Background: an optimization exercise with open tools, aiming at small area. Do not read the settings as production practice. The RTL was checked by simulation tests, not by an equivalence proof against the original design. Power is estimated from default activity; no workload was simulated.

**design/flow/design.v**
```verilog
module ow_dbit (
    input  wire a, sa,
    input  wire b, sb,
    input  wire c, sc,
    input  wire e, se,
    input  wire q, sq,
    output wire y
);
    assign y = (a & sa) | (b & sb) | (c & sc) | (e & se) | (q & sq);
endmodule
module ow_engine (
    input  wire        clk,
    input  wire        rst,
    input  wire        op_valid,
    input  wire [7:0]  op_code,
    output wire        op_ready,
    input  wire        u_bit,
    input  wire [7:0]  u_byte,
    input  wire [3:0]  u_len,
    input  wire [63:0] u_bytes,
    input  wire [63:0] u_id,
    output wire        done,
    output reg         r_bool,
    output reg  [7:0]  r_byte,
    output reg  [63:0] r_id,
    output reg         presence,
    output reg  [31:0] disc_count,
    output wire        dq_drive,
    input  wire        dq_in
);
    localparam S_IDLE = 4'b0000;
    localparam S_FIN  = 4'b0001;    
    localparam S_CRCB = 4'b0010;    
    localparam S_CRCC = 4'b0011;    
    localparam S_RP   = 4'b0100;    
    localparam S_SRST = 4'b0101;    
    localparam S_WRST = 4'b0110;    
    localparam S_RBIT = 4'b1000;    
    localparam S_RB   = 4'b1001;    
    localparam S_SR1  = 4'b1010;    
    localparam S_SR2  = 4'b1011;    
    localparam S_WB   = 4'b1100;    
    localparam S_SF0  = 4'b1101;    
    localparam S_SW   = 4'b1110;    
    localparam S_WS   = 4'b1111;    
    reg  [3:0]  st;
    reg  [9:0]  cnt;     
    reg         dq;
    reg         wbit;    
    reg  [63:0] d;
    reg  [6:0]  k;       
    reg  [6:0]  ld;
    reg  [6:0]  lz;      
    reg         b1;      
    reg         rst_d;   
    wire idle  = (st[3:1] == 3'b000);
    wire crc   = (st[3:1] == 3'b001);
    wire s_rst = (st[3:2] == 2'b01);
    wire s_rd  = (st[3:2] == 2'b10);
    wire s_wr  = (st[3:2] == 2'b11);
    assign op_ready = idle;
    assign done     = (st == S_FIN);
    assign dq_drive = dq;
    wire acc = op_valid & idle & ~rst;
    wire last = s_rst ? (&{cnt[9:7], cnt[5:0]})             
                      : st[3] & cnt[6] & cnt[2] & cnt[0];   
    wire smp  = s_rst ? (cnt == 10'd550) : s_rd & (cnt[5:0] == 6'd15);
    wire off  = s_rst ? (&{cnt[8:6], cnt[4:0]})             
              : (s_wr & ~wbit) ? (&{cnt[5:3], cnt[1:0]})    
              : cnt[2] & cnt[0];                            
    wire smpv = s_rst ? ~dq_in : dq_in;    
    wire [6:0] kinc = k + 7'd1;
    wire       k7   = &k[2:0];
    wire       kend = &k;
    wire       ldf  = ld[6] & ld[5];
    function wsbit(input [6:0] i);
        if (i[4:3] == 2'b01)      wsbit = ~i[1];
        else if (i[4:3] == 2'b11) wsbit = ~i[0] | (&i[2:0]);
        else                      wsbit = i[1];
    endfunction
    wire ws_id  = |kinc[6:5];                                 
    wire ws_rst = ((k[6:4] == 3'b000) & (&k[3:0])) | (k[6] & (&k[4:0]));    
    wire srdisc = ~b1 & ~dq_in;
    wire srboth = b1 & dq_in;
    wire srdir  = srdisc ? ((k < ld) ? d[0] : (k == ld)) : b1;
    wire srok   = (st == S_SW) & last & k[6] & k7;    
    reg  [3:0] st_n;
    reg        go, wb_n;
    always @(*) begin
        st_n = st;
        go   = 1'b0;
        wb_n = 1'b0;
        case (st)
        S_IDLE, S_FIN: begin
            st_n = S_IDLE;
            if (acc) case (op_code)
                8'h00: st_n = S_CRCB;
                8'h01: st_n = S_CRCC;
                8'h10: begin st_n = S_RP;   go = 1'b1; end
                8'h11: begin st_n = S_WB;   go = 1'b1; wb_n = u_bit; end
                8'h12: begin st_n = S_RBIT; go = 1'b1; end
                8'h13: begin st_n = S_WB;   go = 1'b1; wb_n = u_byte[0]; end
                8'h14: begin st_n = S_RB;   go = 1'b1; end
                8'h15: begin st_n = S_WB;   go = 1'b1; end
                8'h16: begin st_n = ldf ? S_FIN : S_SRST; go = ~ldf; end
                8'h18: begin st_n = S_WRST; go = 1'b1; end
                default: st_n = S_FIN;
            endcase
        end
        S_CRCB, S_CRCC: if (kend) st_n = S_FIN;
        S_RP, S_RBIT: if (last) st_n = S_FIN;
        S_SRST: if (last) begin st_n = presence ? S_SF0 : S_FIN; go = presence; end
        S_WRST: if (last) begin st_n = k[6] ? S_FIN : S_WS; go = ~k[6]; end
        S_RB:   if (last) begin st_n = k7 ? S_FIN : S_RB; go = ~k7; end
        S_SR1:  if (last) begin st_n = S_SR2; go = 1'b1; end
        S_SR2:  if (smp & srboth) st_n = S_RBIT;
                else if (last) begin st_n = S_SW; go = 1'b1; wb_n = d[63]; end
        S_WB:   if (last) begin st_n = k7 ? S_FIN : S_WB; go = ~k7; wb_n = d[0]; end
        S_SF0:  if (last) begin st_n = k7 ? S_SR1 : S_SF0; go = 1'b1; wb_n = kinc[2]; end
        S_SW:   if (last) begin st_n = (k[6] & k7) ? S_FIN : S_SR1; go = ~(k[6] & k7); end
        S_WS:   if (last) begin
            st_n = ws_rst ? S_WRST : S_WS;
            go   = 1'b1;
            wb_n = ws_id ? d[0] : wsbit(kinc);
        end
        default: st_n = S_IDLE;
        endcase
    end
    wire cx   = crc & d[0];
    wire cmsk = crc & k[6] & k[5] & k[4] & (k[3] | k7);    
    wire [63:0] dsh = {srdir & (st == S_SR2), d[63:9], (d[8] & ~cmsk) ^ cx,
                       d[7:5], d[4] ^ cx, d[3] ^ cx, d[2:1]};
    wire dshift = (crc & ~kend) | ((st == S_SR2) & smp) |
                  (last & (((st == S_WB) & ~k7) | ((st == S_WS) & ~ws_rst & ws_id)));
    wire ld_ub  = acc & ~op_code[4] & ~op_code[0] & (|u_len);    
    wire ld_id  = acc & (op_code[4] ? op_code[3] : op_code[0]);  
    wire ld_ri  = acc & op_code[4] & ~op_code[3] & ~op_code[0];  
    wire ld_wb  = acc & op_code[4] & ~op_code[3] & op_code[0];   
    wire sh_d   = ~rst & ~acc & dshift;
    wire hold_d = ~rst & ~acc & ~dshift;
    wire [6:0] dwb = op_code[2] ? 7'h66 : u_byte[7:1];
    wire [63:0] dnext;
    genvar gd;
    generate for (gd = 0; gd < 64; gd = gd + 1) begin : g_d
        ow_dbit u_dbit (
            .a (u_bytes[gd]), .sa (ld_ub),
            .b (gd < 7 ? (ld_wb ? dwb[gd % 7] : u_id[gd]) : u_id[gd]),
            .sb (gd < 7 ? (ld_id | ld_wb) : ld_id),
            .c (r_id[gd]),    .sc (ld_ri),
            .e (dsh[gd]),     .se (sh_d),
            .q (d[gd]),       .sq (hold_d),
            .y (dnext[gd])
        );
    end endgenerate
    wire [32:0] dc_carry;
    assign dc_carry[0] = acc & (op_code == 8'h16);
    genvar gi;
    generate for (gi = 0; gi < 32; gi = gi + 1) begin : g_dc
        assign dc_carry[gi+1] = dc_carry[gi] & disc_count[gi];
    end endgenerate
    always @(posedge clk) begin
        st    <= rst ? S_IDLE : st_n;
        cnt   <= go ? 10'd0 : cnt + 10'd1;
        dq    <= ~rst & (go | (dq & ~off));
        if (go) wbit <= wb_n;
        d     <= dnext;
        rst_d <= rst;
        if (srok | rst_d)
            r_id <= d;
        if (rst_d | ((st == S_CRCB) & kend))
            r_byte <= d[7:0];
        else if (smp & (st == S_RB))
            r_byte <= {dq_in, r_byte[7:1]};
        disc_count <= ~{32{rst}} & (disc_count ^ dc_carry[31:0]);
        if (smp & (st == S_SR1))
            b1 <= dq_in;
        if (acc)
            k <= {op_code[4] ? 4'b0000 : op_code[0] ? 4'b0111 : ~u_len,
                  {3{~op_code[4] | (op_code[3:0] == 4'h1)}}};
        else if ((crc & ~kend) | (last & st[3] & (st != S_RBIT) & (st != S_SR1) & (st != S_SR2)))
            k <= kinc;
        if (acc)
            lz <= 7'b1100000;
        else if ((st == S_SR2) & smp & srdisc & ~srdir)
            lz <= k;
        if (rst) begin
            r_bool   <= 1'b0;
            presence <= 1'b0;
            ld       <= 7'd0;
        end else begin
            if (smp & s_rst)
                presence <= ~dq_in;
            if (smp & ((st == S_RP) | (st == S_SRST) | (st == S_RBIT)))
                r_bool <= smpv;
            if ((st == S_CRCC) & kend)
                r_bool <= ~|d[7:0];
            if (acc & ((op_code == 8'h17) | ((op_code == 8'h16) & ldf)))
                ld <= 7'd0;
            if (acc & (op_code == 8'h16) & ldf)
                r_bool <= 1'b0;
            if ((st == S_SRST) & last & ~presence)
                ld <= 7'd0;
            if ((st == S_SR2) & smp & srboth) begin
                ld     <= 7'd0;
                r_bool <= 1'b0;
            end
            if (srok) begin
                ld     <= lz;
                r_bool <= 1'b1;
            end
        end
    end
endmodule
```
**design/flow/flow/run.sh**
```bash
#!/bin/bash
# The standard layout (standard.sh), with two changes to how the layout
# is made: the port buffers are the smallest buffer cell, and the clock tree
# is built from clkbuf_8 clusters without dummy balancing loads.
set -o pipefail
export BUFFER_PORTS_ARGS="-buffer_cell sky130_fd_sc_hd__buf_1"
export CTS_ARGS="-sink_clustering_enable -repair_clock_nets -dont_use_dummy_load -buf_list sky130_fd_sc_hd__clkbuf_8 -sink_clustering_size 15 -sink_clustering_max_diameter 50"
bash standard.sh > standard.log 2>&1
```
**design/flow/standard.sh**
```bash
#!/bin/bash
# synth_recipe.tcl (not shown) runs the flow's synth.tcl, then flattens the netlist and writes it again
# the make line also repeats each setting of config.mk as NAME=value (left out here)
make -C /OpenROAD-flow-scripts/flow DESIGN_CONFIG=/design/flow/config.mk WORK_HOME=/design/flow/orfs CLKGATE_MAP_FILE= SYNTH_SCRIPT=/design/flow/synth_recipe.tcl "${@:-finish}"
```
**design/flow/config.mk**
```make
export PLATFORM = sky130hd
export DESIGN_NAME = ow_engine
export DESIGN_NICKNAME = ow_engine
export VERILOG_FILES = /design/flow/design.v
export SDC_FILE = /design/flow/constraint.sdc
export NUM_CORES = 4
export LEC_CHECK = 0
export CAP_MARGIN = 20
export CORE_MARGIN = 2
export CORE_UTILIZATION = 55
export SLEW_MARGIN = 20
export SYNTH_HIERARCHICAL = 1
export SYNTH_MINIMUM_KEEP_SIZE = 0
```
**design/flow/constraint.sdc**
```tcl
create_clock -name core_clock -period 12.0 [get_ports {clk}]
set_input_delay 2.4000 -clock core_clock [delete_from_list [all_inputs] [get_ports {clk}]]
set_output_delay 2.4000 -clock core_clock [all_outputs]
set_load 0.01 [all_outputs]
```
==> results of run 1 <==
[per-layer routing]
metal,vias up,GRT usage (%)
li1,3802,-
met4,0,6.80
met2,359,47.7
met5,-,0
met1,3830,37.8
met3,41,4.34
[logic make-up after synthesis]
kind of cell,count (synthesis),synth area share [%]
and+or+nand+nor,265,14.3
xor gates and xnor gates,15,1.43
buffers and inverters,43,2.00
muxes,14,1.66
adders and majority gates,44,5.98
DFF,209,54.2
AOI/OAI and AO/OA,244,20.4
[cell type report]
class	count	area, um2
clock buffer	21	289
timing repair buffer	267	1030
fill	1432	5750
tap	220	275
sequential	209	4990
inverter	14	52.6
multi-input combinational	582	4070
[Yosys stat by module, one instance, submodules excluded]
module	times used	area, um2	flops+latches	cells
ow_engine	1	7850	209	642
ow_dbit	64	21.3	0	3
[synthesized netlist by cell type (2+ instances only)]
cell type | instances | share of area, %
a21oi_1 | 27 | 1.5
nand4_1 | 6 | 0.41
nand2_1 | 91 | 3.7
mux2i_1 | 4 | 0.43
nand3_1 | 29 | 1.6
nand2b_1 | 11 | 0.75
o32a_1 | 3 | 0.33
or4_1 | 4 | 0.33
o31ai_1 | 2 | 0.16
dfxtp_1 | 128 | 28
a22o_1 | 9 | 0.86
xnor2_1 | 5 | 0.48
a211oi_1 | 5 | 0.41
nor3_1 | 4 | 0.22
o22ai_1 | 3 | 0.20
a31oi_1 | 4 | 0.27
a21o_1 | 4 | 0.33
and3_1 | 6 | 0.41
inv_1 | 14 | 0.57
o221ai_1 | 2 | 0.19
a222oi_1 | 64 | 7.0
nor2_1 | 50 | 2.0
ha_1 | 44 | 6.0
buf_2 | 3 | 0.16
clkbuf_1 | 20 | 0.81
o2bb2ai_1 | 3 | 0.29
a22oi_1 | 66 | 5.4
edfxtp_1 | 81 | 26
nand3b_1 | 2 | 0.16
and2_1 | 2 | 0.14
a2bb2oi_1 | 2 | 0.19
nor2b_1 | 39 | 2.6
or2_2 | 3 | 0.20
o211ai_1 | 2 | 0.16
buf_6 | 2 | 0.24
o21ai_0 | 32 | 1.7
mux2_2 | 10 | 1.2
buf_1 | 3 | 0.12
o21ai_1 | 2 | 0.11
xor2_1 | 10 | 0.95
nor4_1 | 9 | 0.61
[worst max path at each step]
| stage | end | slack, ns | cells after the start |
|---|---|---|---|
| after CTS | disc_count[31]$_DFF_P_ | 2.32 | 37 |
| final | disc_count[31]$_DFF_P_ | 2.30 | 37 |
| after global routing | disc_count[31]$_DFF_P_ | 1.92 | 37 |
| after floorplan | disc_count[30]$_DFF_P_ | 3.38 | 36 |
| after detailed placement | disc_count[31]$_DFF_P_ | 1.79 | 37 |
| after global placement | disc_count[30]$_DFF_P_ | 2.00 | 36 |
[power by group through the flow]
stage | logic (W) | registers (W) | clock network (W)
after floorplan | 0.0000928 | 0.000842 | 0
after global placement | 0.000149 | 0.000850 | 0
after detailed placement | 0.000149 | 0.000851 | 0
after CTS | 0.000151 | 0.000835 | 0.000386
after global routing | 0.000167 | 0.000842 | 0.000414
final | 0.000150 | 0.000836 | 0.000377
[layout by cell type (no fill, tap or decap), types with 8 or more instances in the layout]
master	netlist	routed
a21oi_1	27	27
a222oi_1	64	64
a22o_1	9	9
a22oi_1	66	66
buf_1	3	260
clkbuf_8	0	21
dfxtp_1	128	128
edfxtp_1	81	81
ha_1	44	44
inv_1	14	14
mux2_2	10	10
nand2_1	91	91
nand2b_1	11	10
nand3_1	29	29
nor2_1	50	48
nor2b_1	39	39
nor4_1	9	8
o21ai_0	32	29
xor2_1	10	10
[worst max-delay path: cells and delay by family]
| kind | cells | cell delay (ns) |
|---|---|---|
| buffers and inverters | 2 | 1.02 |
| and+or+nand+nor | 3 | 0.86 |
| adders and majority gates | 31 | 5.61 |
| xor gates and xnor gates | 1 | 0.18 |
[through the flow]
step	utilization (%)	setup WS, ns	hold WS [ns]	std cells	total power [W]
6_report	65.1	2.30	0.464	1313	0.00136
5_1_grt	65.1	1.92	0.459	1313	0.00142
4_1_cts	65.0	2.32	0.464	1313	0.00137
3_5_place_dp	63.3	1.79	0.444	1292	0.00100
3_3_place_gp	63.3	2.00	0.441	1292	0.000999
2_1_floorplan	-	3.38	0.432	834	0.000935
[sequential cells by signal, indices dropped and copies added, names as in the netlist]
signal / flops
d: 64
r_id: 64
disc_count: 32
cnt: 10
r_byte: 8
k: 7
ld: 7
lz: 7
st: 4
b1: 1
dq: 1
presence: 1
r_bool: 1
rst_d: 1
wbit: 1
==> key figures, run 1 <==
Clocking
  – Post-cts sizing count: 0
  – CTS Buf Count: 21
  – CTS tree: done
  – Root Driver: clkbuf_8
  – CTS H-Tree Depth: 1
  – Hold-fix buffers, CTS: 0
  – Post-CTS Setup Inserts: 0
  – Clk latency of the worst-skew pair: about 0.53 ns
  – Clk slew on worst S/H paths: around 0.090 ns
  – Clock buffer depth: 3
  – Clock sinks: roughly 210

Synthesis
  – Syn Inst Count: between 800 and 900
  – Number of synthesis warnings: 7
  – Seq/Total Area, Yosys: between 50% and 60%
  – Unique masters post-synth: 65
  – Cell Area, Synth: around 9200 um2
  – Yosys reg bits: ~210
  – Syn Nets: 1031
  – Mean post-synth cell area: around 11 um2
  – Post-synth EDFFs: between 80 and 90
  – FFs w/ async S/R, synth: 0%
  – Ys flop type: dfxtp_1

Floorplanning
  – Cell row count: 47
  – Die W: 133 um
  – Die height: between 100 and 150 um
  – IO Pins: around 260
  – Die area: around 18000 um2
  – Area of the core: around 16000 um2
  – Initial Utilization: between 50% and 60%

Place
  – Gpl congestion: roughly 0.86
  – Post-DP Area: between 10000 and 15000 um2
  – Buffers on Ports: between 200 and 300
  – Dpl hpwl: around 18000 um

Drt
  – Detailed-route via count: ~8.0k
  – Routed WL per cell: 20.0 um
  – Number of vias per cell: about 6.1
  – Drt initial violations: 1009
  – Top sig layer: met4
  – Total Wirelength: approximately 26000 um
  – First-pass iteration count of the detailed router: 10
  – Met3 wire length: ~2000 um
  – DRT met1 WL: 10900 um
  – DRC errors left: 0
  – Metal2 WL: ~13000 um
  – Antenna-violating nets left: 0

Timing
  – Least-Margin Pin Slew: ~0.95 ns
  – RSZ-0062 raised after global routing: false
  – Minimum clock period: 9.70 ns
  – Crit share post-route: roughly 81%
  – Final Skew: roughly 0.057 ns
  – Final hold vios: 0
  – Final setup TNS: 0 ns
  – Finish-stage setup viols: 0
  – Max Clk Rate: 103 MHz
  – Slew Viols, Final: 0
  – Max-slew headroom: roughly 36%

Critical path
  – Worst path arrival time: between 10 and 15 ns
  – Max FO, Critical Path: 38
  – CP Launch Type: input pin
  – R2R Path End: disc_count[31]$_DFF_P_
  – Most frequent CP cell: ha_1
  – Crit. Startpoint: rst
  – R2R setup slack: ~4.4 ns
  – Crit end category: flop
  – Worst r2r src: st[2]$_SDFFE_PP0P_
  – Crit-path max cell delay: ~0.67 ns
  – CP Class: input pin to flop
  – Slowest CP cell: clkbuf_2
  – Worst r2r path cells: 36
  – Worst EP required: around 12 ns

Layout
  – Antenna Diode Count: 0
  – Share of layout cells above drive strength 1: under 10%
  – # nets final: roughly 1.3k
  – Design Area, Final: 10700 um2
  – Synth-to-layout area growth: 16.3%

Min path
  – Worst min path class: flop to flop
  – Hold Crit Endpoint: r_id[57]$_DFFE_PP_
  – Hold Crit Depth: 0
  – Worst Hold Launch: d[57]$_DFF_P_

Run status
  – Status: no timing/DRC/antenna violations

Power
  – Sequential Power Share: between 60% and 70%
  – NetSw: about 0.00036 W
  – Part of the power in combinational logic: a little over a tenth
  – Leakage: 4.15 nW
  – Internal power of the cells: ~0.0010 W
  – Cell Pwr Density: around 130 nW/um2
  – Sw Share: a little over a quarter
  – Clock power share: between 20% and 30%
  – Worst vdd ir: just over 0.00009 V

Global routing
  – Total GRT Usage: 28.0%
  – First-pass GRT wire length: roughly 40000 um
  – Vias in the first global route: 7298
  – GR Overflow Total: 0
  – Initial antenna violation count: 0
  – Largest net degree at the start of global routing: 65

Flow run
  – Max Cap Viol: 0
==> inputs of run 2 (changes only) <==
--- a/design/flow/design.v
+++ b/design/flow/design.v
@@ -63,10 +63,14 @@
     assign dq_drive = dq;
     wire acc = op_valid & idle & ~rst;
-    wire last = s_rst ? (&{cnt[9:7], cnt[5:0]})             
-                      : st[3] & cnt[6] & cnt[2] & cnt[0];   
-    wire smp  = s_rst ? (cnt == 10'd550) : s_rd & (cnt[5:0] == 6'd15);
-    wire off  = s_rst ? (&{cnt[8:6], cnt[4:0]})             
-              : (s_wr & ~wbit) ? (&{cnt[5:3], cnt[1:0]})    
-              : cnt[2] & cnt[0];                            
+    wire last_rst  = ~cnt[9] & ~cnt[8] & ~cnt[7] & ~cnt[6] & ~cnt[5] & cnt[4] & ~cnt[3] & cnt[2] & cnt[1] & cnt[0];   
+    wire last_slot = cnt[9] & cnt[6] & cnt[3] & cnt[1];                                               
+    wire off_rst   = cnt[9] & cnt[6] & cnt[5] & ~cnt[4] & ~cnt[3] & ~cnt[2] & cnt[1] & ~cnt[0];     
+    wire off_w0    = cnt[9] & cnt[3] & ~cnt[1] & cnt[0];                                              
+    wire off_sh    = cnt[4];                                                                          
+    wire smp_rst   = ~cnt[8] & ~cnt[7] & ~cnt[6] & ~cnt[4] & cnt[3] & cnt[2] & cnt[1] & cnt[0];     
+    wire smp_rd    = cnt[8] & cnt[3] & cnt[1] & ~cnt[0];                                              
+    wire last = s_rst ? last_rst : st[3] & last_slot;
+    wire smp  = s_rst ? smp_rst : s_rd & smp_rd;
+    wire off  = s_rst ? off_rst : (s_wr & ~wbit) ? off_w0 : off_sh;
     wire smpv = s_rst ? ~dq_in : dq_in;    
     wire [6:0] kinc = k + 7'd1;
@@ -161,5 +165,5 @@
     always @(posedge clk) begin
         st    <= rst ? S_IDLE : st_n;
-        cnt   <= go ? 10'd0 : cnt + 10'd1;
+        cnt   <= go ? 10'd0 : {cnt[8:0], ~(cnt[9] ^ cnt[6])};
         dq    <= ~rst & (go | (dq & ~off));
         if (go) wbit <= wb_n;
==> run 2 against run 1 <==
Clock-buffer cell count stayed put. Largest power group unchanged. Via count hardly changed. Still clean on timing, DRC and antenna. Clock power hardly changed.
==> key figures, run 2 <==
Critical path
  – Most frequent CP cell: ha_1
  – Worst r2r src: st[1]$_SDFFE_PP0P_
  – Worst r2r path cells: 37 (+2.8%)
  – Crit-path max cell delay: 0.37 ns (-0.30 ns)
  – CP Class: input pin to flop
  – CP Launch Type: input pin
  – Crit end category: flop
  – R2R Path End: disc_count[30]$_DFF_P_
  – Worst path arrival time: 9.14 ns (-0.93 ns)
  – Crit path max-delay family: adder cells
  – Slowest CP cell: and3b_1
  – Max FO, Critical Path: 13 (-66%)
  – Crit path buf inv count: 1 (-1)
  – Worst EP required: 12.41 ns (+0.03 ns)
  – R2R setup slack: 4.26 ns (-0.11 ns)

Layout
  – Final cell count without fillers: 1318 (+0.38%)
  – Final Util: 65.4% (+0.40 points)
  – Top Registers: d x64, r_id x64, disc_count x32
  – Synth-to-layout area growth: 17.1%
  – # nets final: 1295 (+0.23%)
  – Share of layout cells above drive strength 1: 5.01% (+0.16 points)
  – Most frequent cells in the layout: buf_1 (260), dfxtp_1 (128), nand2_1 (106), edfxtp_1 (81), a222oi_1 (65)
  – Most common cell after layout, fill and taps aside: buf_1

Clocking
  – CTS Buf Count: 21 (unchanged)
  – Root Driver: clkbuf_8
  – Clk latency of the worst-skew pair: 0.53 ns (about the same)
  – Clock buffer depth: 3 (unchanged)
  – Clock sinks: 209 (unchanged)
  – Hold-fix buffers, CTS: 0 (unchanged)
  – Post-cts sizing count: 0 (unchanged)
  – Post-CTS Setup Inserts: 0 (unchanged)
  – Clk slew on worst S/H paths: 0.09 ns (about the same)
  – CTS H-Tree Depth: 1 (unchanged)
  – CTS tree: done

Synthesis
  – Syn Nets: 1027 (-0.39%)
  – Post-Synth XOR/XNOR Area: 0.761% (-0.66 points)
  – FFs w/ async S/R, synth: 0% (unchanged)
  – Synth Area in Compound Gates: 20.0% (-0.34 points)
  – Post-synthesis simple-gate area fraction: 14.8% (+0.46 points)
  – Yosys reg bits: 209 (unchanged)
  – Seq/Total Area, Yosys: 54.3% (+0.059 points)
  – Unique masters post-synth: 70 (+7.7%)
  – Most area-hungry cell type in the Yosys netlist: dfxtp_1
  – Post-synthesis mux area share: 2.28% (+0.63 points)
  – Post-synth top cells: dfxtp_1 (128), nand2_1 (106), edfxtp_1 (81)
  – Ys flop type: dfxtp_1
  – Main combinational cell family by area after synthesis: compound AO/OA/AOI/OAI gates
  – Mean post-synth cell area: 11.1 um2 (+0.25%)
  – Most frequent cell after synthesis: dfxtp_1
  – Number of synthesis warnings: 7 (unchanged)
  – Adder-Cell Fraction of Synth Area: 5.96% (-0.021 points)
  – Cell Area, Synth: 9200 um2 (-0.11%)
  – Largest cells by area after synthesis: dfxtp_1 (28%), edfxtp_1 (26%), a222oi_1 (7.1%)
  – Post-synth EDFFs: 81 (unchanged)
  – Syn Inst Count: 831 (-0.36%)
  – Share of the synthesized area in the top cell type: 27.8% (+0.030 points)

Flow run
  – Max Cap Viol: 0 (unchanged)

Global routing
  – Vias in the first global route: 7589 (+4.0%)
  – Met2 Usage GRT: 49.3% (+1.6 points)
  – Total GRT Usage: 28.3% (+0.25 points)
  – Initial antenna violation count: 0 (unchanged)
  – First-pass GRT wire length: 40000 um (+0.55%)
  – Largest net degree at the start of global routing: 65 (unchanged)
  – GR Overflow Total: 0 (unchanged)
  – GR peak layer: met2
  – Grt met1 use: 35.5% (-2.4 points)
  – GR Util met3: 5.37% (+1.0 points)

Drt
  – Detailed-route via count: 8025 (-0.087%)
  – Total Wirelength: 26300 um (+0.47%)
  – Drt initial violations: 842 (-17%)
  – Routed WL per cell: 20.0 um (about the same)
  – Antenna-violating nets left: 0 (unchanged)
  – DRC errors left: 0 (unchanged)
  – First-pass iteration count of the detailed router: 10 (unchanged)
  – Number of vias per cell: 6.09 (-0.47%)

Timing
  – Slew Viols, Final: 0 (unchanged)
  – Final Skew: 0.0351 ns (-0.0217 ns)
  – Crit share post-route: 72.8% (-8.0 points)
  – Max-slew headroom: 33.0% (-3.4 points)
  – Final hold vios: 0 (unchanged)
  – RSZ-0062 raised after global routing: false
  – Finish-stage setup viols: 0 (unchanged)
  – Max Clk Rate: 115 MHz (+11%)
  – Final setup TNS: 0 ns (unchanged)
  – Minimum clock period: 8.73 ns (-0.963 ns)
  – Least-Margin Pin Slew: 0.994 ns (+0.0406 ns)

Floorplanning
  – Cell row count: 47 (unchanged)
  – Area of the core: 16500 um2 (unchanged)
  – Die W: 133 um (about the same)
  – Die area: 17800 um2 (-0.11%)
  – Initial Utilization: 55.9% (-0.061 points)
  – Die height: 133 um (about the same)
  – IO Pins: 262 (unchanged)

Power
  – Worst vdd ir: 0.000101 V (+8.1%)
  – Leakage: 4.19 nW (+0.79%)
  – Power, Total: 0.00139 W (+2.2%)
  – Cell Pwr Density: 129 nW/um2 (+1.6%)

Place
  – Dpl hpwl: 18400 um (+0.37%)
  – Gpl congestion: 0.953 (+11%)
  – Buffers on Ports: 261 (unchanged)
  – Dpl cells: 1296 (+0.31%)

Min path
  – Worst min path class: flop to flop
  – Hold Crit Endpoint: r_id[59]$_DFFE_PP_
  – Hold Crit Depth: 0 (unchanged)
  – Worst Hold Launch: d[59]$_DFF_P_

Run status
  – Status: no timing/DRC/antenna violations
-- run 2: how the worst max path moves through the flow --
stage	slack, ns	end	startpoint	depth (start not counted)
3_3_place_gp	2.80	disc_count[31]$_DFF_P_	rst	38
6_report	3.27	disc_count[30]$_DFF_P_	rst	37
5_1_grt	2.87	disc_count[31]$_DFF_P_	rst	38
4_1_cts	3.24	disc_count[30]$_DFF_P_	rst	37
2_1_floorplan	1.15	disc_count[30]$_DFF_P_	rst	37
3_5_place_dp	2.70	disc_count[31]$_DFF_P_	rst	38
-- run 2: worst reg2reg max path: cells and delay by family, from the launching register on --
family,cells,cell delay [ns]
adder cells (fa/ha/maj),31,5.69
flip-flops,1,0.75
AND/OR/NAND/NOR,6,1.25
-- run 2: report_power, final --
part	total, W	internal, W	leakage [nW]	switching, W
logic	0.000166	0.0000676	2.17	0.0000985
registers	0.000849	0.000800	1.87	0.0000486
clock network	0.000377	0.000156	0.151	0.000221
total	0.00139	0.00102	4.19	0.000368
-- run 2: through the flow --
stage	setup WS, ns	area, um2	hold slack (ns)
floorplan	1.15	9200	0.432
global placement	2.80	10500	0.443
detailed placement	2.70	10500	0.443
CTS	3.24	10800	0.444
global route	2.87	10800	0.450
finish	3.27	10800	0.443
-- run 2: layer usage --
metal / wire length (um) / share of wire, %
met5: 0 / 0
met4: 887 / 3.4
met3: 2270 / 8.6
met2: 13000 / 49
met1: 10200 / 39
-- run 2: cell type report --
type | count | area (um2)
Fill cell | 1410 | 5690
Sequential cell | 209 | 4990
Multi-Input combinational cell | 577 | 4090
Timing Repair Buffer | 271 | 1060
Clock buffer | 21 | 289
Tap cell | 220 | 275
Inverter | 19 | 71.3
Antenna cell | 1 | 2.50
-- run 2: per-module statistics from Yosys (local to each module, per instance) --
module / copies in the design / cells inside / flops+latches
ow_engine: 1 / 639 / 209
ow_dbit: 64 / 3 / 0
-- run 2: cell families (layout without fill, tap and decap cells) --
logic type / count (synthesis) / after routing
AO/OA/AOI/OAI: 233 / 233
XOR/XNOR: 8 / 8
adder cells (fa/ha/maj): 44 / 44
buffers and inverters: 45 / 311
flip-flops: 209 / 209
multiplexers: 20 / 20
other: 0 / 1
AND/OR/NAND/NOR: 272 / 272
==> inputs of run 3 (changes only) <==
--- a/design/flow/design.v
+++ b/design/flow/design.v
@@ -77,4 +77,7 @@
     wire       k7   = &k[2:0];
     wire       kend = &k;
+    wire       crc_div = crc & (|k[6:3]) & ~kend;
+    wire       crc_rot = crc & ~(|k[6:3]);
+    wire       crc_end = crc & ~k[6] & ~k[5] & ~k[4] & k[3];    
     wire       ldf  = ld[6] & ld[5];
     function wsbit(input [6:0] i);
@@ -112,5 +115,5 @@
             endcase
         end
-        S_CRCB, S_CRCC: if (kend) st_n = S_FIN;
+        S_CRCB, S_CRCC: if (crc_end) st_n = S_FIN;
         S_RP, S_RBIT: if (last) st_n = S_FIN;
         S_SRST: if (last) begin st_n = presence ? S_SF0 : S_FIN; go = presence; end
@@ -131,9 +134,9 @@
         endcase
     end
-    wire cx   = crc & d[0];
+    wire cx   = crc_div & d[0];
     wire cmsk = crc & k[6] & k[5] & k[4] & (k[3] | k7);    
-    wire [63:0] dsh = {srdir & (st == S_SR2), d[63:9], (d[8] & ~cmsk) ^ cx,
+    wire [63:0] dsh = {((st == S_SR2) & srdir) | ((st == S_RB) & dq_in) | (crc_rot & d[0]), d[63:9], (d[8] & ~cmsk) ^ cx,
                        d[7:5], d[4] ^ cx, d[3] ^ cx, d[2:1]};
-    wire dshift = (crc & ~kend) | ((st == S_SR2) & smp) |
+    wire dshift = crc_div | crc_rot | (((st == S_SR2) | (st == S_RB)) & smp) |
                   (last & (((st == S_WB) & ~k7) | ((st == S_WS) & ~ws_rst & ws_id)));
     wire ld_ub  = acc & ~op_code[4] & ~op_code[0] & (|u_len);    
@@ -172,8 +175,6 @@
         if (srok | rst_d)
             r_id <= d;
-        if (rst_d | ((st == S_CRCB) & kend))
-            r_byte <= d[7:0];
-        else if (smp & (st == S_RB))
-            r_byte <= {dq_in, r_byte[7:1]};
+        if (rst_d | ((st == S_CRCB) & crc_end) | ((st == S_RB) & last & k7))
+            r_byte <= d[63:56];
         disc_count <= ~{32{rst}} & (disc_count ^ dc_carry[31:0]);
         if (smp & (st == S_SR1))
@@ -182,5 +183,5 @@
             k <= {op_code[4] ? 4'b0000 : op_code[0] ? 4'b0111 : ~u_len,
                   {3{~op_code[4] | (op_code[3:0] == 4'h1)}}};
-        else if ((crc & ~kend) | (last & st[3] & (st != S_RBIT) & (st != S_SR1) & (st != S_SR2)))
+        else if ((crc & ~crc_end) | (last & st[3] & (st != S_RBIT) & (st != S_SR1) & (st != S_SR2)))
             k <= kinc;
         if (acc)
@@ -197,6 +198,6 @@
             if (smp & ((st == S_RP) | (st == S_SRST) | (st == S_RBIT)))
                 r_bool <= smpv;
-            if ((st == S_CRCC) & kend)
-                r_bool <= ~|d[7:0];
+            if ((st == S_CRCC) & crc_end)
+                r_bool <= ~|d[63:56];
             if (acc & ((op_code == 8'h17) | ((op_code == 8'h16) & ldf)))
                 ld <= 7'd0;
==> run 3 against run 2 <==
Via count shrank 3.5%. First-iteration DRC count shrank 1.4%. Setup slack worse by 0.51 ns. Die area shrank 0.91%. Hold slack lost 0.0047 ns. Largest power group unchanged.
==> key figures, run 3 <==
Critical path
  – Worst r2r src: st[3]$_SDFFE_PP0P_
  – Max FO, Critical Path: 40 (+27)
  – CP Launch Type: input pin
  – CP Class: input pin to flop
  – Worst path arrival time: 9.61 ns (+0.47 ns)
  – Crit. Startpoint: rst
  – Crit-path max cell delay: 0.42 ns (+0.05 ns)
  – Slowest CP cell: and3_1
  – Worst r2r path cells: 36 (-2.7%)
  – Most frequent CP cell: ha_1
  – Worst EP required: 12.37 ns (-0.04 ns)
  – Crit end category: flop

Timing
  – Final Skew: 0.0361 ns (+0.00100 ns)
  – Max-slew headroom: 26.5% (-6.5 points)
  – Final setup TNS: 0 ns (unchanged)
  – RSZ-0062 raised after global routing: false
  – Slew Viols, Final: 0 (unchanged)
  – Finish-stage setup viols: 0 (unchanged)
  – Crit share post-route: 77.0% (+4.3 points)
  – Least-Margin Pin Slew: 1.10 ns (+0.106 ns)
  – Minimum clock period: 9.25 ns (+0.512 ns)
  – Final hold vios: 0 (unchanged)
  – Max Clk Rate: 108 MHz (-5.5%)

Layout
  – Fill count: 1395 (-1.1%)
  – Most frequent cells in the layout: buf_1 (261), dfxtp_1 (128), nand2_1 (100), edfxtp_1 (81), a22oi_1 (65)
  – Share of layout cells above drive strength 1: 4.67% (-0.35 points)
  – Synth-to-layout area growth: 16.5%
  – Most common cell after layout, fill and taps aside: buf_1
  – # nets final: 1269 (-2.0%)
  – Final Util: 64.7% (-0.73 points)
  – Sequential standard cell area: 4990 um2 (unchanged)
  – Multi-input logic area: 3970 um2 (-2.8%)
  – Top Registers: d x64, r_id x64, disc_count x32

Clocking
  – Hold-fix buffers, CTS: 0 (unchanged)
  – Clock sinks: 209 (unchanged)
  – Post-CTS Setup Inserts: 0 (unchanged)
  – Clock buffer depth: 3 (unchanged)
  – Clk latency of the worst-skew pair: 0.52 ns (about the same)
  – CTS H-Tree Depth: 1 (unchanged)
  – Post-cts sizing count: 0 (unchanged)
  – CTS tree: done
  – Root Driver: clkbuf_8
  – Clk slew on worst S/H paths: 0.09 ns (about the same)
  – CTS Buf Count: 20 (-4.8%)

Min path
  – Hold Crit Depth: 0 (unchanged)
  – Worst min path class: flop to flop
  – Worst Hold Launch: d[55]$_DFF_P_

Drt
  – Routed WL per cell: 19.3 um (-3.2%)
  – DRC errors left: 0 (unchanged)
  – Drt initial violations: 830 (-1.4%)
  – Detailed-route via count: 7743 (-3.5%)
  – Total Wirelength: 25000 um (-5.1%)
  – Number of vias per cell: 5.99 (-1.6%)
  – First-pass iteration count of the detailed router: 11 (+1)
  – Antenna-violating nets left: 0 (unchanged)

Synthesis
  – FFs w/ async S/R, synth: 0% (unchanged)
  – Most area-hungry cell type in the Yosys netlist: dfxtp_1
  – Post-synth top cells: dfxtp_1 (128), nand2_1 (100), edfxtp_1 (81)
  – Ys flop type: dfxtp_1
  – Unique masters post-synth: 74 (+5.7%)
  – Syn Inst Count: 810 (-2.5%)
  – Number of synthesis warnings: 7 (unchanged)
  – Post-synth EDFFs: 81 (unchanged)
  – Cell Area, Synth: 9110 um2 (-0.94%)
  – Share of the synthesized area in the top cell type: 28.1% (+0.26 points)
  – Yosys reg bits: 209 (unchanged)
  – Seq/Total Area, Yosys: 54.8% (+0.51 points)
  – Mean post-synth cell area: 11.3 um2 (+1.6%)
  – Most frequent cell after synthesis: dfxtp_1
  – Largest cells by area after synthesis: dfxtp_1 (28%), edfxtp_1 (27%), a222oi_1 (7.0%)
  – Syn Nets: 1006 (-2.0%)

Global routing
  – GR Overflow Total: 0 (unchanged)
  – Initial antenna violation count: 3 (+3)
  – Vias in the first global route: 7232 (-4.7%)
  – Largest net degree at the start of global routing: 65 (unchanged)
  – First-pass GRT wire length: 38400 um (-4.2%)
  – Total GRT Usage: 27.1% (-1.1 points)

Floorplanning
  – Die W: 133 um (-0.46%)
  – Die height: 133 um (-0.46%)
  – IO Pins: 262 (unchanged)
  – Area of the core: 16400 um2 (-0.36%)
  – Cell row count: 47 (unchanged)
  – Initial Utilization: 55.6% (-0.33 points)
  – Die area: 17600 um2 (-0.91%)

Power
  – Leakage: 4.11 nW (-1.8%)
  – Worst vdd ir: 0.0000930 V (-7.8%)
  – Cell Pwr Density: 127 nW/um2 (-1.8%)

Place
  – Buffers on Ports: 261 (unchanged)
  – Dpl hpwl: 17600 um (-4.8%)
  – Gpl congestion: 0.899 (-5.7%)

Flow run
  – Max Cap Viol: 0 (unchanged)

Run status
  – Status: no timing/DRC/antenna violations
run 3: changes by cell type after synthesis, moves of 5 or more:
cell / delta
o21ai_1: +14
nor2b_1: +6
nor3_1: -5
nor4_1: -8
nand2_1: -6
o21ai_0: -6
mux2_2: -6
run 3: cell type report:
class	count	share of cell area, %
flip-flops and latches	209	47.0
diodes	1	0.0236
repair buffers	268	9.72
multi-input cells	557	37.4
well taps	220	2.59
inverters	17	0.601
clock buffers	20	2.59
run 3: cells by family after synthesis:
logic type / share of synthesized area, %
flip-flops: 54.8
buffers and inverters: 2.06
multiplexers: 1.58
adder cells (fa/ha/maj): 6.01
XOR/XNOR: 0.769
AND/OR/NAND/NOR: 14.6
AO/OA/AOI/OAI: 20.1
run 3: worst max-delay path, delay by kind of cell:
family | cells | cell delay (ns)
adders and majority gates | 31 | 5.71
buffers and inverters | 3 | 0.68
and+or+nand+nor | 4 | 0.82
run 3: through the flow:
step	std cells	total power, W	hold WS (ns)	cell area (um2)	setup slack [ns]
final	1292	0.00135	0.438	10600	2.75
after global routing	1291	0.00141	0.454	10600	2.39
after CTS	1291	0.00136	0.443	10600	2.69
after detailed placement	1271	0.000998	0.443	10300	2.19
after global placement	1271	0.000996	0.442	10300	2.41
after floorplan	810	0.000933	0.428	9110	3.41
run 3: metal layers:
metal	up-vias	global-route usage [%]	share of wire, %
met4	4	8.12	2.4
met3	49	5.40	7.9
met2	338	45.2	49
met5	-	0	0.12
li1	3704	-	-
met1	3648	36.0	41
run 3: power by group:
part | leakage, nW | internal, W | switching (W)
clock network | 0.144 | 0.000149 | 0.000215
registers | 1.87 | 0.000795 | 0.0000462
logic | 2.10 | 0.0000577 | 0.0000835
run 3: path summary, 6_finish.rpt:
check	slack, ns	to
min reg2reg	0.44	r_id[55]$_DFFE_PP_
max	2.75	disc_count[30]$_DFF_P_
max reg2reg	4.22	disc_count[30]$_DFF_P_
min	0.44	r_id[55]$_DFFE_PP_
run 3: modules after synthesis, one instance, submodules excluded:
module | flip-flops and latches | area (um2) | copies in the design
ow_engine | 209 | 7750 | 1
ow_dbit | 0 | 21.3 | 64
==> inputs of run 4 (changes only) <==
--- a/design/flow/design.v
+++ b/design/flow/design.v
@@ -53,4 +53,5 @@
     reg  [6:0]  lz;      
     reg         b1;      
+    reg         pre;     
     reg         rst_d;   
     wire idle  = (st[3:1] == 3'b000);
@@ -90,5 +91,6 @@
     wire srdisc = ~b1 & ~dq_in;
     wire srboth = b1 & dq_in;
-    wire srdir  = srdisc ? ((k < ld) ? d[0] : (k == ld)) : b1;
+    wire sreq   = (k == ld);
+    wire srdir  = srdisc ? (sreq | (pre & d[0])) : b1;
     wire srok   = (st == S_SW) & last & k[6] & k7;    
     reg  [3:0] st_n;
@@ -186,4 +188,8 @@
             k <= kinc;
         if (acc)
+            pre <= |ld[6:3];
+        else if ((st == S_SR2) & smp & sreq)
+            pre <= 1'b0;
+        if (acc)
             lz <= 7'b1100000;
         else if ((st == S_SR2) & smp & srdisc & ~srdir)
==> run 4 against run 3 <==
Clock power grew 3%. Still clean on timing, DRC and antenna. Clock-buffer cell count rose by 1. Setup slack worse by 0.075 ns. Area after synthesis fell by 0.60%. Routed wire length up 2.2%. Die area shrank 0.59%. Hold slack better by 0.0038 ns. Power grew 0.99%. Critical path depth down 1. Final cell count decreased by 0.54%. Highest routed layer is now met4. Sequential share of layout area increased by 0.48 points.
==> key figures, run 4 <==
Run status
  – Status: no timing/DRC/antenna violations

Global routing
  – Total GRT Usage: 27.4% (+0.33 points)
  – GR Overflow Total: 0 (unchanged)
  – GR Util met3: 6.77% (+1.4 points)
  – Vias in the first global route: 7274 (+0.58%)
  – Met2 Usage GRT: 46.3% (+1.1 points)
  – GR peak layer: met2
  – Initial antenna violation count: 1 (-2)
  – Largest net degree at the start of global routing: 65 (unchanged)
  – First-pass GRT wire length: 39000 um (+1.5%)
  – Grt met1 use: 34.9% (-1.1 points)

Timing
  – Crit share post-route: 77.7% (+0.63 points)
  – Max-slew headroom: 44.2% (+18 points)
  – Max Clk Rate: 107 MHz (-0.81%)
  – Worst Hold Slack: 0.442 ns (+0.00376 ns)
  – Least-Margin Pin Slew: 0.836 ns (-0.263 ns)
  – Final hold vios: 0 (unchanged)
  – Final Skew: 0.0621 ns (+0.0259 ns)
  – Slew Viols, Final: 0 (unchanged)
  – Minimum clock period: 9.32 ns (+0.0753 ns)
  – Final setup TNS: 0 ns (unchanged)
  – RSZ-0062 raised after global routing: false
  – Finish-stage setup viols: 0 (unchanged)

Drt
  – DRC errors left: 0 (unchanged)
  – Total Wirelength: 25500 um (+2.2%)
  – Drt initial violations: 1007 (+21%)
  – First-pass iteration count of the detailed router: 9 (-2)
  – Detailed-route via count: 7732 (-0.14%)
  – Antenna-violating nets left: 0 (unchanged)
  – Routed WL per cell: 19.9 um (+2.8%)
  – Number of vias per cell: 6.02 (+0.40%)

Critical path
  – Worst EP required: 12.38 ns (about the same)
  – CP Launch Type: input pin
  – CP Class: input pin to flop
  – Most frequent CP cell: ha_1
  – Worst path arrival time: 9.70 ns (+0.09 ns)
  – Max FO, Critical Path: 43 (+7.5%)
  – Crit end category: flop
  – Crit-path max cell delay: 0.63 ns (+0.21 ns)
  – Slowest CP cell: clkbuf_2

Synthesis
  – FFs w/ async S/R, synth: 0% (unchanged)
  – Seq/Total Area, Yosys: 55.5% (+0.66 points)
  – Unique masters post-synth: 70 (-5.4%)
  – Yosys reg bits: 210 (+0.48%)
  – Syn Inst Count: 806 (-0.49%)
  – Syn Nets: 995 (-1.1%)
  – Post-synth EDFFs: 82 (+1.2%)
  – Cell Area, Synth: 9060 um2 (-0.60%)
  – Ys flop type: dfxtp_1
  – Mean post-synth cell area: 11.2 um2 (-0.11%)
  – Most frequent cell after synthesis: dfxtp_1
  – Post-synth top cells: dfxtp_1 (128), nand2_1 (94), edfxtp_1 (82)
  – Share of the synthesized area in the top cell type: 28.3% (+0.17 points)
  – Most area-hungry cell type in the Yosys netlist: dfxtp_1
  – Number of synthesis warnings: 7 (unchanged)
  – Largest cells by area after synthesis: dfxtp_1 (28%), edfxtp_1 (27%), a222oi_1 (7.1%)

Power
  – Sequential Power Share: 62.1% (-0.4 points)
  – Sw Share: 25.6% (+0.028 points)
  – Worst vdd ir: 0.000130 V (+40%)
  – Part of the power in combinational logic: 10.3% (-0.2 points)
  – NetSw: 0.000349 W (+1.1%)
  – Cell Pwr Density: 129 nW/um2 (+1.4%)
  – Internal power of the cells: 0.00101 W (+0.95%)
  – Clock power share: 27.6% (+0.5 points)
  – Leakage: 4.06 nW (-1.1%)

Clocking
  – Clock buffer depth: 3 (unchanged)
  – CTS H-Tree Depth: 1 (unchanged)
  – Clk slew on worst S/H paths: 0.09 ns (about the same)
  – Hold-fix buffers, CTS: 0 (unchanged)
  – Clk latency of the worst-skew pair: 0.54 ns (+0.02 ns)
  – Clock sinks: 210 (+0.48%)
  – CTS Buf Count: 21 (+5.0%)
  – Post-CTS Setup Inserts: 0 (unchanged)
  – Post-cts sizing count: 0 (unchanged)
  – Root Driver: clkbuf_8
  – CTS tree: done

Place
  – Post-DP Area: 10300 um2 (-0.56%)
  – Buffers on Ports: 261 (unchanged)
  – Dpl hpwl: 17900 um (+1.9%)
  – Gpl congestion: 0.934 (+3.9%)
  – Dpl cells: 1263 (-0.63%)

Layout
  – Most common cell after layout, fill and taps aside: buf_1
  – Fill count: 1376 (-1.4%)
  – Multi-input logic area: 3910 um2 (-1.5%)
  – # nets final: 1259 (-0.79%)
  – Top Registers: d x64, r_id x64, disc_count x32
  – Synth-to-layout area growth: 16.7%
  – Final cell count without fillers: 1285 (-0.54%)
  – Design Area, Final: 10600 um2 (-0.41%)
  – Most frequent cells in the layout: buf_1 (260), dfxtp_1 (128), nand2_1 (94), edfxtp_1 (82), a22oi_1 (66)
  – Share of layout cells above drive strength 1: 4.87% (+0.20 points)
  – Sequential standard cell area: 5020 um2 (+0.60%)

Floorplanning
  – Area of the core: 16000 um2 (-2.5%)
  – Cell row count: 46 (-2.1%)
  – Die height: 132 um (-0.29%)
  – IO Pins: 262 (unchanged)
  – Initial Utilization: 56.6% (+1.1 points)
  – Die area: 17500 um2 (-0.59%)
  – Die W: 132 um (-0.29%)

Min path
  – Worst min path class: flop to flop

Flow run
  – Max Cap Viol: 0 (unchanged)
-- run 4: cells by family (layout without fill, tap and decap cells) --
group,count (synthesis),in the layout,synth area share (%)
adders and majority gates,36,36,4.97
xor gates and xnor gates,15,15,1.45
and+or+nand+nor,271,271,15.4
AOI/OAI and AO/OA,226,226,19.8
buffers and inverters,38,300,1.77
other,0,1,0
muxes,10,10,1.13
DFF,210,210,55.5
-- run 4: Yosys stat by module (local to each module, per instance) --
module / flops+latches / cell area, um2
ow_dbit: 0 / 21.3
ow_engine: 210 / 7700
-- run 4: layer usage --
metal | vias up | wire length [um]
li1 | 3703 | -
met1 | 3642 | 10100
met2 | 334 | 12400
met3 | 53 | 2250
met4 | 0 | 796
met5 | - | 0
-- run 4: final cells by class --
type | instances | share of cell area [%]
antenna | 1 | 0.0237
clock buffer | 21 | 2.73
inverter | 11 | 0.390
multi-input combinational | 558 | 37.0
sequential | 210 | 47.5
tap | 216 | 2.56
timing repair buffer | 268 | 9.77
-- run 4: path summary, 6_finish.rpt --
path	start	endpoint	slack, ns	cells after the start
setup / recovery	rst	disc_count[31]$_DFF_P_	2.68	37
hold / removal	d[25]$_DFF_P_	r_id[25]$_DFFE_PP_	0.44	0
setup reg to reg	st[3]$_SDFFE_PP0P_	disc_count[31]$_DFF_P_	4.28	37
hold reg to reg	d[25]$_DFF_P_	r_id[25]$_DFFE_PP_	0.44	0
-- run 4: metrics by stage --
step	utilization (%)	setup slack [ns]	total power (W)
6_report	66.1	2.68	0.00136
3_3_place_gp	64.3	2.32	0.000997
2_1_floorplan	-	3.45	0.000934
5_1_grt	66.1	2.23	0.00142
3_5_place_dp	64.3	2.09	0.000999
4_1_cts	66.1	2.61	0.00137
-- run 4: power by group through the flow --
| stage | combinational, W | clock [W] | sequential [W] |
|---|---|---|---|
| floorplan | 0.0000796 | 0 | 0.000854 |
| detailed placement | 0.000140 | 0 | 0.000860 |
| global route | 0.000157 | 0.000406 | 0.000852 |
| CTS | 0.000141 | 0.000389 | 0.000843 |
| finish | 0.000140 | 0.000376 | 0.000844 |
| global placement | 0.000138 | 0 | 0.000859 |
-- run 4: worst max-delay path, delay by kind of cell --
family	cells	cell delay (ns)
and+or+nand+nor	4	0.77
adders and majority gates	31	5.72
xor gates and xnor gates	1	0.16
buffers and inverters	1	0.63
==> inputs of run 5 (changes only) <==
--- a/design/flow/config.mk
+++ b/design/flow/config.mk
@@ -8,5 +8,5 @@
 export CAP_MARGIN = 20
 export CORE_MARGIN = 2
-export CORE_UTILIZATION = 55
+export CORE_UTILIZATION = 70
 export SLEW_MARGIN = 20
 export SYNTH_HIERARCHICAL = 1
==> run 5 against run 4 <==
Clock power decreased by 8.0%. Clock skew decreased by 0.0017 ns. First-iteration DRC count increased by 14%. Synthesized cell count unchanged. Critical path type unchanged. Largest cell class unchanged.
==> key figures, run 5 <==
Synthesis
  – Syn Inst Count: 806 (unchanged)
  – Yosys reg bits: 210 (unchanged)
  – Syn Nets: 995 (unchanged)
  – Number of synthesis warnings: 7 (unchanged)
  – Seq/Total Area, Yosys: 55.5% (unchanged)
  – Post-synth EDFFs: 82 (unchanged)
  – Post-synth top cells: dfxtp_1 (128), nand2_1 (94), edfxtp_1 (82)
  – FFs w/ async S/R, synth: 0% (unchanged)
  – Mean post-synth cell area: 11.2 um2 (unchanged)
  – Unique masters post-synth: 70 (unchanged)
  – Largest cells by area after synthesis: dfxtp_1 (28%), edfxtp_1 (27%), a222oi_1 (7.1%)
  – Most frequent cell after synthesis: dfxtp_1
  – Cell Area, Synth: 9060 um2 (unchanged)
  – Ys flop type: dfxtp_1
  – Share of the synthesized area in the top cell type: 28.3% (unchanged)
  – Most area-hungry cell type in the Yosys netlist: dfxtp_1

Timing
  – RSZ-0062 raised after global routing: false
  – Final hold vios: 0 (unchanged)
  – Final setup TNS: 0 ns (unchanged)
  – Max-slew headroom: 40.1% (-4.1 points)
  – Slew Viols, Final: 0 (unchanged)
  – Least-Margin Pin Slew: 0.898 ns (+0.0620 ns)
  – Crit share post-route: 77.5% (-0.14 points)
  – Max Clk Rate: 107 MHz (+0.18%)
  – Finish-stage setup viols: 0 (unchanged)
  – Final Skew: 0.0603 ns (-0.00171 ns)
  – Minimum clock period: 9.30 ns (-0.0165 ns)

Power
  – Part of the power in combinational logic: 10.5% (+0.2 points)
  – Leakage: 4.04 nW (-0.49%)
  – Sequential Power Share: 63.5% (+1.4 points)
  – Cell Pwr Density: 127 nW/um2 (-0.99%)
  – Internal power of the cells: 0.000990 W (-2.1%)
  – Sw Share: 25.8% (+0.14 points)
  – Clock power share: 26.0% (-1.6 points)
  – NetSw: 0.000344 W (-1.4%)
  – Worst vdd ir: 0.000128 V (-1.9%)

Drt
  – First-pass iteration count of the detailed router: 12 (+3)
  – Drt initial violations: 1149 (+14%)
  – Number of vias per cell: 6.57 (+9.1%)
  – Total Wirelength: 25700 um (+0.52%)
  – DRC errors left: 0 (unchanged)
  – Antenna-violating nets left: 0 (unchanged)
  – Detailed-route via count: 8115 (+5.0%)
  – Met3 wire length: 2650 um (+18%)
  – DRT met1 WL: 9040 um (-10%)
  – Metal2 WL: 12400 um (about the same)
  – Top sig layer: met4
  – Routed WL per cell: 20.8 um (+4.5%)

Clocking
  – Hold-fix buffers, CTS: 0 (unchanged)
  – Post-CTS Setup Inserts: 0 (unchanged)
  – Clk slew on worst S/H paths: 0.09 ns (about the same)
  – Post-cts sizing count: 0 (unchanged)
  – CTS H-Tree Depth: 1 (unchanged)
  – CTS Buf Count: 18 (-14%)
  – Clk latency of the worst-skew pair: 0.51 ns (-0.03 ns)
  – CTS tree: done
  – Root Driver: clkbuf_8
  – Clock sinks: 210 (unchanged)
  – Clock buffer depth: 3 (unchanged)

Global routing
  – Vias in the first global route: 7791 (+7.1%)
  – First-pass GRT wire length: 39900 um (+2.3%)
  – Largest net degree at the start of global routing: 65 (unchanged)
  – Total GRT Usage: 35.6% (+8.2 points)
  – GR Overflow Total: 0 (unchanged)
  – Initial antenna violation count: 0 (-1)

Floorplanning
  – Initial Utilization: 71.8% (+15 points)
  – IO Pins: 262 (unchanged)
  – Area of the core: 12600 um2 (-21%)
  – Die height: 118 um (-11%)
  – Cell row count: 41 (-11%)
  – Die area: 13900 um2 (-21%)
  – Die W: 118 um (-11%)

Layout
  – Most common cell after layout, fill and taps aside: buf_1
  – # nets final: 1255 (-0.32%)
  – Multi-input logic area: 3920 um2 (+0.13%)
  – Top Registers: d x64, r_id x64, disc_count x32
  – Synth-to-layout area growth: 15.6%
  – Sequential standard cell area: 5020 um2 (unchanged)
  – Most frequent cells in the layout: buf_1 (260), dfxtp_1 (128), nand2_1 (94), edfxtp_1 (82), a22oi_1 (66)
  – Antenna Diode Count: 0 (-1)
  – Final Util: 83.0% (+17 points)
  – Share of layout cells above drive strength 1: 4.51% (-0.36 points)
  – Fill count: 833 (-39%)

Critical path
  – Crit path buf inv count: 1 (unchanged)
  – Crit path max-delay family: adder cells
  – Most frequent CP cell: ha_1
  – Worst EP required: 12.34 ns (-0.04 ns)
  – Crit-path max cell delay: 0.62 ns (about the same)
  – Max FO, Critical Path: 43 (unchanged)
  – CP Launch Type: input pin
  – CP Class: input pin to flop
  – Worst path arrival time: 9.65 ns (-0.05 ns)
  – Slowest CP cell: clkbuf_2
  – Crit end category: flop

Place
  – Buffers on Ports: 261 (unchanged)
  – Gpl congestion: 0.940 (+0.63%)
  – Dpl hpwl: 17900 um (about the same)

Flow run
  – Max Cap Viol: 0 (unchanged)

Min path
  – Worst min path class: flop to flop

Run status
  – Status: no timing/DRC/antenna violations
[run 5: changes by cell type in the layout (fill, tap and decap cells not counted), sizes merged]
cell    before  now
buf        267  266
clkbuf      22   19
diode        1    0
[run 5: metrics by stage]
step / instance area [um2] / total power [W] / cells / hold WS, ns / setup slack [ns]
2_1_floorplan: 9060 / 0.000934 / 806 / 0.431 / 3.45
3_3_place_gp: 10200 / 0.000993 / 1218 / 0.438 / 2.37
3_5_place_dp: 10200 / 0.00100 / 1218 / 0.447 / 2.13
4_1_cts: 10500 / 0.00133 / 1236 / 0.433 / 2.62
5_1_grt: 10500 / 0.00138 / 1236 / 0.470 / 2.24
6_report: 10500 / 0.00133 / 1236 / 0.444 / 2.70
[run 5: layout make-up]
class	count	area share [%]
Timing Repair Buffer	267	9.80
Clock buffer	18	2.37
Sequential cell	210	48.0
Tap cell	172	2.05
Inverter	11	0.394
Multi-Input combinational cell	558	37.4
[run 5: routing by layer]
| layer | vias up | global-route usage [%] |
|---|---|---|
| met5 | - | 0 |
| met3 | 104 | 7.85 |
| met1 | 3793 | 43.0 |
| met4 | 0 | 18.3 |
| li1 | 3697 | - |
| met2 | 521 | 60.0 |
[run 5: Yosys stat by module, one instance, submodules excluded]
module	area (um2)	flip-flops and latches	cells	copies in the design
ow_dbit	21.3	0	3	64
ow_engine	7700	210	614	1
[run 5: cells by family (layout without fill, tap and decap cells)]
| kind of cell | Yosys count | count (layout) | synth area share [%] |
|---|---|---|---|
| simple gates | 271 | 271 | 15.4 |
| fa+ha+maj | 36 | 36 | 4.97 |
| xor+xnor | 15 | 15 | 1.45 |
| mux | 10 | 10 | 1.13 |
| compound gates | 226 | 226 | 19.8 |
| flops | 210 | 210 | 55.5 |
| buf+inv | 38 | 296 | 1.77 |
[run 5: worst register-to-register path: cells and delay by family, from the launching register on]
family | cells | cell delay [ns]
and+or+nand+nor | 5 | 1.01
DFF | 1 | 0.81
adders and majority gates | 31 | 5.83
[run 5: power groups by stage]
| stage | clock network (W) | logic [W] | registers, W |
|---|---|---|---|
| final | 0.000346 | 0.000140 | 0.000847 |
| after global routing | 0.000373 | 0.000154 | 0.000855 |
| after CTS | 0.000348 | 0.000139 | 0.000846 |
| after detailed placement | 0 | 0.000138 | 0.000862 |
| after global placement | 0 | 0.000135 | 0.000858 |
| after floorplan | 0 | 0.0000796 | 0.000854 |
[run 5: path summary, 6_finish.rpt]
check	endpoint	slack, ns	startpoint	cells past startpoint
setup reg to reg	disc_count[30]$_DFF_P_	4.27	st[3]$_SDFFE_PP0P_	36
hold reg to reg	r_id[54]$_DFFE_PP_	0.44	d[54]$_DFF_P_	0
hold / removal	r_id[54]$_DFFE_PP_	0.44	d[54]$_DFF_P_	0
setup / recovery	disc_count[30]$_DFF_P_	2.70	rst	36
==> inputs of run 6 (changes only) <==
--- a/design/flow/design.v
+++ b/design/flow/design.v
@@ -69,5 +69,5 @@
     wire off_w0    = cnt[9] & cnt[3] & ~cnt[1] & cnt[0];                                              
     wire off_sh    = cnt[4];                                                                          
-    wire smp_rst   = ~cnt[8] & ~cnt[7] & ~cnt[6] & ~cnt[4] & cnt[3] & cnt[2] & cnt[1] & cnt[0];     
+    wire smp_rst   = cnt[9] & ~cnt[8] & ~cnt[7] & ~cnt[6] & ~cnt[5] & ~cnt[4] & cnt[3] & cnt[2] & cnt[1] & cnt[0];   
     wire smp_rd    = cnt[8] & cnt[3] & cnt[1] & ~cnt[0];                                              
     wire last = s_rst ? last_rst : st[3] & last_slot;
==> run 6 against run 5 <==
Still clean. Flip-flop and latch count unchanged. Die area increased by 0.21%. Global-route usage is 0.20 points lower. Setup slack lost 0.39 ns. Sequential power about the same. Power increased by 1.5%. Largest cell class unchanged. Largest power group unchanged. Highest routed layer unchanged.
==> key figures, run 6 <==
Run status
  – Status: no timing/DRC/antenna violations

Synthesis
  – Post-synth top cells: dfxtp_1 (128), nand2_1 (95), edfxtp_1 (82)
  – Most area-hungry cell type in the Yosys netlist: dfxtp_1
  – Syn Nets: 996 (+0.10%)
  – Yosys reg bits: 210 (unchanged)
  – Number of synthesis warnings: 7 (unchanged)
  – Most frequent cell after synthesis: dfxtp_1
  – FFs w/ async S/R, synth: 0% (unchanged)
  – Cell Area, Synth: 9080 um2 (+0.22%)
  – Share of the synthesized area in the top cell type: 28.2% (-0.062 points)
  – Largest cells by area after synthesis: dfxtp_1 (28%), edfxtp_1 (27%), a222oi_1 (7.1%)
  – Ys flop type: dfxtp_1
  – Syn Inst Count: 807 (+0.12%)
  – Mean post-synth cell area: 11.3 um2 (about the same)
  – Seq/Total Area, Yosys: 55.3% (-0.12 points)
  – Unique masters post-synth: 67 (-4.3%)
  – Post-synth EDFFs: 82 (unchanged)

Global routing
  – Initial antenna violation count: 1 (+1)
  – Total GRT Usage: 35.4% (-0.20 points)
  – Vias in the first global route: 7621 (-2.2%)
  – First-pass GRT wire length: 39700 um (-0.36%)
  – GR Overflow Total: 0 (unchanged)
  – Largest net degree at the start of global routing: 65 (unchanged)

Drt
  – Antenna-violating nets left: 0 (unchanged)
  – Total Wirelength: 25700 um (+0.14%)
  – Number of vias per cell: 6.56 (-0.13%)
  – Drt initial violations: 1203 (+4.7%)
  – Routed WL per cell: 20.8 um (about the same)
  – Detailed-route via count: 8111 (-0.049%)
  – First-pass iteration count of the detailed router: 10 (-2)
  – DRC errors left: 0 (unchanged)

Place
  – Dpl hpwl: 18100 um (+1.3%)
  – Buffers on Ports: 261 (unchanged)
  – Dpl cells: 1215 (-0.25%)
  – Gpl congestion: 0.989 (+5.2%)

Layout
  – Most frequent cells in the layout: buf_1 (260), dfxtp_1 (128), nand2_1 (95), edfxtp_1 (82), a22oi_1 (66)
  – Synth-to-layout area growth: 15.6% (about the same)
  – Final cell count without fillers: 1237 (+0.081%)
  – Top Registers: d x64, r_id x64, disc_count x32
  – # nets final: 1254 (-0.080%)
  – Most common cell after layout, fill and taps aside: buf_1
  – Share of layout cells above drive strength 1: 4.33% (-0.18 points)

Power
  – Leakage: 4.08 nW (+0.85%)
  – Cell Pwr Density: 129 nW/um2 (+1.3%)
  – Worst vdd ir: 0.000115 V (-9.8%)

Floorplanning
  – Area of the core: 12600 um2 (unchanged)
  – IO Pins: 262 (unchanged)
  – Die W: 118 um (+0.11%)
  – Cell row count: 41 (unchanged)
  – Initial Utilization: 72.0% (+0.16 points)
  – Die area: 13900 um2 (+0.21%)
  – Die height: 118 um (+0.11%)

Clocking
  – Post-cts sizing count: 0 (unchanged)
  – Root Driver: clkbuf_8
  – Clock buffer depth: 3 (unchanged)
  – Clk slew on worst S/H paths: 0.09 ns (about the same)
  – Clock sinks: 210 (unchanged)
  – CTS tree: done
  – Post-CTS Setup Inserts: 0 (unchanged)
  – CTS H-Tree Depth: 1 (unchanged)
  – CTS Buf Count: 20 (+2)
  – Clk latency of the worst-skew pair: 0.53 ns (+0.02 ns)
  – Hold-fix buffers, CTS: 0 (unchanged)

Critical path
  – CP Launch Type: input pin
  – Worst r2r path cells: 36 (unchanged)
  – Slowest CP cell: clkbuf_2
  – Crit-path max cell delay: 0.64 ns (+0.02 ns)
  – CP Class: input pin to flop
  – Max FO, Critical Path: 42 (-2.3%)
  – Worst EP required: 12.37 ns (+0.03 ns)
  – Crit end category: flop
  – Most frequent CP cell: ha_1
  – Worst path arrival time: 10.07 ns (+0.42 ns)

Timing
  – Least-Margin Pin Slew: 0.873 ns (-0.0251 ns)
  – Final setup TNS: 0 ns (unchanged)
  – Final Skew: 0.0571 ns (-0.00329 ns)
  – Max Clk Rate: 103 MHz (-4.1%)
  – Crit share post-route: 80.8% (+3.3 points)
  – RSZ-0062 raised after global routing: false
  – Minimum clock period: 9.70 ns (+0.395 ns)
  – Finish-stage setup viols: 0 (unchanged)
  – Final hold vios: 0 (unchanged)
  – Max-slew headroom: 41.8% (+1.7 points)
  – Slew Viols, Final: 0 (unchanged)

Min path
  – Hold Crit Depth: 0 (unchanged)
  – Worst min path class: flop to flop

Flow run
  – Max Cap Viol: 0 (unchanged)
## run 6: power by group
| group | leakage [nW] | switching (W) | internal (W) | total, W |
|---|---|---|---|---|
| sequential | 1.88 | 0.0000493 | 0.000799 | 0.000848 |
| combinational | 2.05 | 0.0000813 | 0.0000581 | 0.000139 |
| clock | 0.144 | 0.000218 | 0.000149 | 0.000367 |
## run 6: cells by family (layout without fill, tap and decap cells)
kind of cell,after synthesis,in the layout,synth area share [%]
buffers and inverters,43,299,2.00
other,0,2,0
adders and majority gates,37,37,5.07
AOI/OAI and AO/OA,226,226,19.7
muxes,12,12,1.34
DFF,210,210,55.3
and+or+nand+nor,265,265,15.2
xor gates and xnor gates,14,14,1.35
## run 6: worst max-delay path: cells and delay by family
kind                     cells  cell delay (ns)
AND/OR/NAND/NOR              4             0.99
buffers and inverters        2             0.85
adder cells (fa/ha/maj)     31             5.77
## run 6: final timing paths
kind                      start                endpoint  slack, ns
max                         rst  disc_count[30]$_DFF_P_       2.30
max reg2reg  st[3]$_SDFFE_PP0P_  disc_count[30]$_DFF_P_       4.13
min               d[35]$_DFF_P_      r_id[35]$_DFFE_PP_       0.43
min reg2reg       d[35]$_DFF_P_      r_id[35]$_DFFE_PP_       0.43
## run 6: cell type report
class,instances,area [um2]
diodes,2,5.00
clock buffers,20,275
fillers,792,2130
inverters,11,41.3
multi-input cells,554,3900
flip-flops and latches,210,5020
well taps,172,215
repair buffers,268,1030
## run 6: layer usage
metal / GRT usage, % / vias to the layer above / share of wire (%)
li1: - / 3685 / -
met1: 43.6 / 3810 / 35
met2: 60.8 / 529 / 50
met3: 6.69 / 87 / 10
met4: 15.7 / 0 / 4.8
met5: 0 / - / 0
## run 6: per-module statistics from Yosys, one instance, submodules excluded
module     cells inside  cell area [um2]  copies in the design  flops+latches
ow_engine           615             7720                     1            210
ow_dbit               3             21.3                    64              0
## run 6: stage by stage
stage / hold WS (ns) / setup WS (ns) / util [%] / power [W] / instance area [um2]
finish: 0.434 / 2.30 / 83.2 / 0.00135 / 10500
global route: 0.450 / 1.86 / 83.1 / 0.00140 / 10500
CTS: 0.428 / 2.27 / 83.1 / 0.00136 / 10500
detailed placement: 0.444 / 1.76 / 80.9 / 0.000999 / 10200
global placement: 0.442 / 2.00 / 80.9 / 0.000990 / 10200
floorplan: 0.431 / 3.31 / - / 0.000931 / 9080

## re-timing with driven ports
In the flow no input, the clock included, has a driving cell. The finished layouts below were timed again as built, in two steps.
Step 1 (the two cells are an assumption about what drives the block):
set clk [get_ports {clk}]
set_driving_cell -lib_cell sky130_fd_sc_hd__clkbuf_16 $clk
set_driving_cell -lib_cell sky130_fd_sc_hd__buf_2 [delete_from_list [all_inputs] $clk]
Step 2, shift: input delay + t, output delay - t, t = (earliest + latest rising clock arrival at the registers) / 2. This alone moves slack from input paths to output paths.
Three values: ideal, step 1, step 2; two values: the first two.
| run | t (ns) | setup WS [ns] | worst data-port slew with drivers (ns) |
|---|---|---|---|
| run 1 | 0.544 | 2.304 / 2.324 / 1.779 | 0.08 |
| run 2 | 0.550 | 3.267 / 3.273 / 2.723 | 0.08 |
| run 3 | 0.538 | 2.755 / 2.774 / 2.236 | 0.09 |
| run 4 | 0.545 | 2.680 / 2.697 / 2.152 | 0.10 |
| run 5 | 0.518 | 2.696 / 2.713 / 2.196 | 0.09 |
| run 6 | 0.542 | 2.301 / 2.317 / 1.774 | 0.08 |
After both steps every run listed still meets setup and hold. For run 2, which loses most, drivers alone change the setup slack by +0.006 ns; drivers and shift together by -0.544 ns.
